Context: an optimization exercise on an open-source flow, tuned for small area and a short achievable clock period. The choices shown serve that exercise and are no tape-out recipe. At most, simulation tests tie the RTL to the original design; equivalence was not proved. No driver is modelled on the clock port, so clocking that relies on it looks cheaper here than on a real chip. No activity file was given, so power comes from the tool's default toggle rates.

Setup of the previous run:
Design link_engine, start of the top module:
module link_engine (
    input  wire        clk,
    input  wire        role,           
    input  wire        op_valid,
    input  wire [11:0] op,
    output wire        op_ready,
    output reg         rsp_ok,
    output reg  [7:0]  rsp_data,
    output reg         line_req_out,
    output reg         line_dc_out
);
export LEC_CHECK = 0
export CAP_MARGIN = 20
export CORE_MARGIN = 2
export CORE_UTILIZATION = 70
export CTS_BUF_LIST = sky130_fd_sc_hd__clkbuf_16
export CTS_CLUSTER_DIAMETER = 80
export CTS_CLUSTER_SIZE = 30
export SETUP_SLACK_MARGIN = 3.1
export SLEW_MARGIN = 20
export SYNTH_HIERARCHICAL = 1
export SYNTH_MINIMUM_KEEP_SIZE = 0
create_clock -name core_clock -period 5.0 [get_ports {clk}]
standard.sh (not shown) runs the stock make flow with config.mk's settings and CLKGATE_MAP_FILE= SYNTH_SCRIPT=/design/flow/synth_recipe.tcl, a recipe that flattens the netlist after the stock synthesis.
==> flow/flow/run.sh <==
#!/bin/bash
set -euo pipefail
here=$(pwd)
bash standard.sh "BUFFER_PORTS_ARGS=-buffer_cell sky130_fd_sc_hd__buf_4" \
    "POST_CTS_TCL=$here/flow/drop_clock_root.tcl" finish > orfs_make.log 2>&1
==> flow/flow/drop_clock_root.tcl <==
proc drop_clock_root {} {
  set block [ord::get_db_block]
  set root [$block findInst clkbuf_0_clk]
  if {$root == "NULL"} { puts "drop_clock_root: no root buffer"; return }
  set in_net [[$root findITerm A] getNet]
  set out_net [[$root findITerm X] getNet]
  set loads {}
  foreach it [$out_net getITerms] { if {[$it isInputSignal]} { lappend loads $it } }
  set others 0
  foreach it [$in_net getITerms] { if {[$it getInst] != $root} { incr others } }
  if {[llength $loads] + $others > 4 || [llength [$out_net getBTerms]] > 0} { puts "drop_clock_root: [llength $loads] loads, kept"; return }
  [$root findITerm A] disconnect
  [$root findITerm X] disconnect
  foreach it $loads { $it disconnect; $it connect $in_net }
  odb::dbInst_destroy $root
  odb::dbNet_destroy $out_net
  puts "drop_clock_root: port now drives [llength $loads] buffers"
}
drop_clock_root
What the current run does differently from the previous run at the input level:
--- a/flow/design.v
+++ b/flow/design.v
@@ -86,13 +86,13 @@
         for (k = 0; k < 8; k = k + 1) begin : g_head
             le_nor2 u_tx (.a(tx_part_n[2*k]), .b(tx_part_n[2*k+1]), .y(tx_head[k]));
             le_nor3 u_rx (.a(rx_part_n[2*k]), .b(rx_part_n[2*k+1]), .c(!rx_deq), .y(rx_rsp[k]));
         end
     endgenerate
     wire [2:0] tx_idx_inc = tx_idx + 3'd1;
-    wire       tx_bit = (tx_idx == 3'd7) ? (tx_ne && tx_byte[0]) : tx_byte[tx_idx_inc];
+    wire       tx_bit = tx_byte[0] && (tx_ne || tx_idx != 3'd7);
     wire cmpl = ls == S_DCA || ls == S_DCF;         
     wire [2:0] ls_cmpl = tx_pending ? S_RS : S_IDLE;
     wire send_go = !tx_ne && ls == S_IDLE;          
     reg [4:0] c_init, c_send, c_rqf, c_rqr, c_dcf, c_dcr;
     wire [4:0] hold = {ls, line_req_out, line_dc_out};
     always @* begin
@@ -117,33 +117,33 @@
         case (ls)
             S_RCA:   c_dcr = {S_DTX, 1'b0, tx_bit};                                
             S_DCA:   c_dcr = {ls_cmpl, tx_pending ? 1'b0 : line_req_out, 1'b1};    
             default: c_dcr = hold;
         endcase
     end
+    wire hold_sel = ~(grp_edge | (grp_cmd & ~op[9]));
     wire [4:0] n_state;
-    wire       n_ok;
     genvar j;
     generate
         for (j = 0; j < 5; j = j + 1) begin : g_next
-            wire m_cmd, m_edge, m_ev;
-            le_mux4 u_c (.s0(op[8]), .s1(op[9]), .d0(c_init[j]), .d1(c_send[j]),
-                         .d2(hold[j]), .d3(hold[j]), .y(m_cmd));
-            le_mux4 u_e (.s0(op[8]), .s1(op[9]), .d0(c_rqf[j]), .d1(c_rqr[j]),
-                         .d2(c_dcf[j]), .d3(c_dcr[j]), .y(m_edge));
-            le_mux2 u_g (.s(grp_edge), .d0(hold[j]), .d1(m_edge), .y(m_ev));
-            le_mux2 u_n (.s(grp_cmd), .d0(m_ev), .d1(m_cmd), .y(n_state[j]));
+            wire y1, y2;
+            le_aoi222 u_1 (.a1(is_send), .b1(c_send[j]), .a2(ev_rqf), .b2(c_rqf[j]),
+                           .a3(ev_rqr), .b3(c_rqr[j]), .y(y1));
+            le_aoi222 u_2 (.a1(ev_dcf), .b1(c_dcf[j]), .a2(ev_dcr), .b2(c_dcr[j]),
+                           .a3(hold_sel), .b3(hold[j]), .y(y2));
+            if (j >= 2) begin : g_ls
+                assign n_state[j] = ~(y1 & y2);
+            end else begin : g_line
+                assign n_state[j] = ~(y1 & y2) | is_init;
+            end
         end
     endgenerate
     wire [2:0] n_ls  = n_state[4:2];
     wire       n_req = n_state[1];
     wire       n_dc  = n_state[0];
-    wire m_ok;
-    le_mux4 u_ok (.s0(op[8]), .s1(op[9]), .d0(1'b1), .d1(!tx_full),
-                  .d2(rx_ne), .d3(rx_ne), .y(m_ok));
-    le_and2 u_okg (.a(grp_cmd), .b(m_ok), .y(n_ok));
+    wire n_ok = is_init || tx_enq || ((is_recv || is_avail) && rx_ne);
     always @(posedge clk) begin
         rsp_ok       <= n_ok;
         rsp_data     <= rx_rsp;
         ls           <= n_ls;
         line_req_out <= n_req;
         line_dc_out  <= n_dc;
@@ -160,13 +160,15 @@
             else if (tx_ne) begin
                 tx_idx  <= 3'd0;
                 tx_full <= 1'b0;
                 tx_ne   <= !tx_rd_to_wr;
             end
         end
-        if (tx_idx == 3'd7)
+        if (t2)
+            tx_byte <= {1'b0, tx_byte[7:1]};
+        else if (tx_idx == 3'd7)
             tx_byte <= tx_ne ? tx_head : op[7:0];
         if (is_init) begin
             rx_ne   <= 1'b0;
             rx_full <= 1'b0;
             rx_idx  <= 3'd7;
         end else if (t8) begin
@@ -266,15 +268,12 @@
 module le_nor2 (input wire a, b, output wire y);
     assign y = ~(a | b);
 endmodule
 module le_nor3 (input wire a, b, c, output wire y);
     assign y = ~(a | b | c);
 endmodule
-module le_mux2 (input wire s, d0, d1, output wire y);
-    assign y = s ? d1 : d0;
-endmodule
-module le_mux4 (input wire s0, s1, d0, d1, d2, d3, output wire y);
-    assign y = s1 ? (s0 ? d3 : d2) : (s0 ? d1 : d0);
-endmodule
-module le_and2 (input wire a, b, output wire y);
-    assign y = a & b;
-endmodule
+module le_aoi222 (
+    input  wire a1, b1, a2, b2, a3, b3,
+    output wire y
+);
+    assign y = ~((a1 & b1) | (a2 & b2) | (a3 & b3));
+endmodule
- Looking at the reports, the current run completed the entire flow and the layout it produced met the timing, DRC and antenna checks.
- Between the current run and the previous run, number of standard cells in the final layout excluding fillers is lower for the previous run, the current run comes in above that.
- Share of synthesized area spent on multiplexers ends up lower on the current run.
- When the current run is set beside the previous run, its gate count after technology mapping turns out to be 7 larger.
- [compare] base=the previous run new=the current run: final period utilization decreased by 8.3 points relative to the old numbers; layout multi-input combinational cell count increased by 5 relative to the old numbers; switching power decreased by 5.3% relative to the old numbers; portion of total power attributed to combinational logic decreased by 3.0 points relative to the old numbers.
- Going from the previous run to the current run, die area moved down; time the worst path needs with I/O delays and setup moved down; average wire per standard cell moved up; worst hold margin moved down; post-placement cell area moved down.
- From the previous run to the current run the numbers moved as follows: wire length reported by the detailed router +about 1.3%, fmax increased about 20%.
No functional check of the RTL was part of any run of this note.

---

Another version of the RTL of link_engine (not shown whole).
Size in the first run: about 2100 cells after synthesis, ~900 flip-flops, roughly 33000 sq um of cells after synthesis.
==> flow/config.mk <==
export PLATFORM = sky130hd
export DESIGN_NAME = link_engine
export DESIGN_NICKNAME = link_engine
export VERILOG_FILES = /design/flow/design.v
export SDC_FILE = /design/flow/constraint.sdc
export NUM_CORES = 4
export LEC_CHECK = 0
export CAP_MARGIN = 20
export CORE_MARGIN = 2
export CORE_UTILIZATION = 70
export CTS_BUF_LIST = sky130_fd_sc_hd__clkbuf_16
export CTS_CLUSTER_DIAMETER = 80
export CTS_CLUSTER_SIZE = 30
export SETUP_SLACK_MARGIN = 2.95
export SLEW_MARGIN = 20
export SYNTH_HIERARCHICAL = 1
export SYNTH_MINIMUM_KEEP_SIZE = 0
==> flow/constraint.sdc <==
create_clock -name core_clock -period 5.0 [get_ports {clk}]
set_input_delay 1.0000 -clock core_clock [delete_from_list [all_inputs] [get_ports {clk}]]
set_output_delay 1.0000 -clock core_clock [all_outputs]
set_load 0.01 [all_outputs]
==> flow/flow/run.sh <==
#!/bin/bash
set -euo pipefail
bash standard.sh "BUFFER_PORTS_ARGS=-buffer_cell sky130_fd_sc_hd__buf_2" \
    "CTS_ARGS=-sink_clustering_enable -repair_clock_nets -sink_clustering_size 30 -sink_clustering_max_diameter 80 -buf_list sky130_fd_sc_hd__clkbuf_16 -dont_use_dummy_load" \
    finish > orfs_make.log 2>&1
Then changed:
--- a/flow/design.v
+++ b/flow/design.v
@@ -13,32 +13,45 @@
     localparam [2:0] S_IDLE = 3'd0,    
                      S_RS   = 3'd1,    
                      S_RC   = 3'd2,    
                      S_RCA  = 3'd3,    
                      S_RDY  = 3'd4,    
                      S_DTX  = 3'd5,    
                      S_DCF  = 3'd6,    
                      S_DCA  = 3'd7;    
     assign op_ready = 1'b1;
     reg [2:0]     ls;
     reg [8*N-1:0] txm;                  
     reg [8*N-1:0] rxm;
-    reg [4:0]     tx_wh, rx_wh;         
-    reg [9:0]     tx_wl, rx_wl;         
+    reg [2:0]     tx_whb, rx_whb;       
+    reg [3:0]     tx_wlb, rx_wlb;       
     reg [4:0]     tx_rh, rx_rh;         
     reg [9:0]     tx_rl, rx_rl;         
     reg           tx_ne, tx_full, rx_ne, rx_full;
     reg [2:0]     tx_idx, rx_idx;
     reg [7:0]     tx_byte;              
     reg [6:0]     rx_sh;                
+    wire [4:0] tx_wh, rx_wh;
+    wire [9:0] tx_wl, rx_wl;
+    genvar d;
+    generate
+        for (d = 0; d < 10; d = d + 1) begin : g_wdec
+            if (d < 5) begin : g_h
+                assign tx_wh[d] = tx_whb != d;
+                assign rx_wh[d] = rx_whb != d;
+            end
+            assign tx_wl[d] = tx_wlb != d;
+            assign rx_wl[d] = rx_wlb != d;
+        end
+    endgenerate
     wire [7:0] tx_head, rx_rsp;
     wire [15:0] tx_part_n, rx_part_n;    
     wire       tx_wr_to_rd, tx_rd_to_wr, rx_wr_to_rd, rx_rd_to_wr;
     wire [4:0] tx_whf = tx_wh | {5{tx_full}};
     wire [4:0] rx_whf = rx_wh | {5{rx_full}};
     genvar s;
     generate
         for (s = 0; s < N; s = s + 1) begin : g_slot
             always @(posedge clk) begin
                 if (!(tx_whf[s / 10] | tx_wl[s % 10]))
                     txm[8*s +: 8] <= op[7:0];
                 if (!(rx_whf[s / 10] | rx_wl[s % 10]))
@@ -161,40 +174,40 @@
             rx_idx <= rx_idx + 3'd1;
             if (rx_enq) begin
                 rx_ne   <= 1'b1;
                 rx_full <= rx_wr_to_rd;
             end
         end else if (rx_deq) begin
             rx_full <= 1'b0;
             rx_ne   <= !rx_rd_to_wr;
         end
         if (t8)
             rx_sh <= {op[0], rx_sh[6:1]};
         if (is_init) begin
-            tx_wl <= 10'h3FE;  tx_wh <= 5'h1E;
+            tx_wlb <= 4'd0;  tx_whb <= 3'd0;
             tx_rl <= 10'h001;  tx_rh <= 5'h01;
-            rx_wl <= 10'h3FE;  rx_wh <= 5'h1E;
+            rx_wlb <= 4'd0;  rx_whb <= 3'd0;
             rx_rl <= 10'h001;  rx_rh <= 5'h01;
         end else begin
             if (tx_enq) begin
-                tx_wl <= {tx_wl[8:0], tx_wl[9]};
-                if (!tx_wl[9]) tx_wh <= {tx_wh[3:0], tx_wh[4]};
+                tx_wlb <= (tx_wlb == 4'd9) ? 4'd0 : tx_wlb + 4'd1;
+                if (tx_wlb == 4'd9) tx_whb <= (tx_whb == 3'd4) ? 3'd0 : tx_whb + 3'd1;
             end
             if (tx_deq) begin
                 tx_rl <= {tx_rl[8:0], tx_rl[9]};
                 if (tx_rl[9]) tx_rh <= {tx_rh[3:0], tx_rh[4]};
             end
             if (rx_enq) begin
-                rx_wl <= {rx_wl[8:0], rx_wl[9]};
-                if (!rx_wl[9]) rx_wh <= {rx_wh[3:0], rx_wh[4]};
+                rx_wlb <= (rx_wlb == 4'd9) ? 4'd0 : rx_wlb + 4'd1;
+                if (rx_wlb == 4'd9) rx_whb <= (rx_whb == 3'd4) ? 3'd0 : rx_whb + 3'd1;
             end
             if (rx_deq) begin
                 rx_rl <= {rx_rl[8:0], rx_rl[9]};
                 if (rx_rl[9]) rx_rh <= {rx_rh[3:0], rx_rh[4]};
             end
         end
     end
 endmodule
 module le_head_mux (
     input  wire [4:0]   rh,
     input  wire [9:0]   rl,
     input  wire [399:0] m,
Clock power came out lower by about 1%.
Register-to-register slack got worse by 30 ps.
Power drops by 14%.
First-iteration DRC count came out lower by 2.0%.
Worst setup slack degrades by 28 ps.
Area after synthesis came out lower by 0.55%.
No functional check of the RTL was part of the second run of this note.

[port drivers added, routing unchanged]
No port has a modelled driver above. Below, the same layouts with a new extraction and two added sets of constraints.
Step 1 (the two cells are an assumption about what drives the block):
set clk [get_ports {clk}]
set_driving_cell -lib_cell sky130_fd_sc_hd__clkbuf_16 $clk
set_driving_cell -lib_cell sky130_fd_sc_hd__buf_2 [delete_from_list [all_inputs] $clk]
Step 2, shift: input delay + t, output delay - t, t = (earliest + latest rising clock arrival at the registers) / 2. This alone moves slack from input paths to output paths.
Slacks: ideal ports / drivers / drivers and shift; pairs: ideal ports / drivers.
| run | t, ns | setup slack, ns | latest minus earliest clock arrival (ns) | pins driven straight from the clock port |
|---|---|---|---|---|
| the previous run | 0.516 | 2.512 / 2.512 / 2.426 | 0.020 / 0.020 | 4 |
| the current run | 0.519 | 2.927 / 2.927 / 2.572 | 0.024 / 0.024 | 4 |
| the first run of note 2 | 0.640 | 2.921 / 2.862 / 2.393 | 0.038 / 0.038 | 1 |
| the second run of note 2 | 0.628 | 2.893 / 2.853 / 2.311 | 0.047 / 0.048 | 1 |
After both steps setup and hold are still met in every run listed. For the second run of note 2, which loses most, drivers alone change the setup slack by -0.040 ns; drivers and shift together by -0.582 ns.
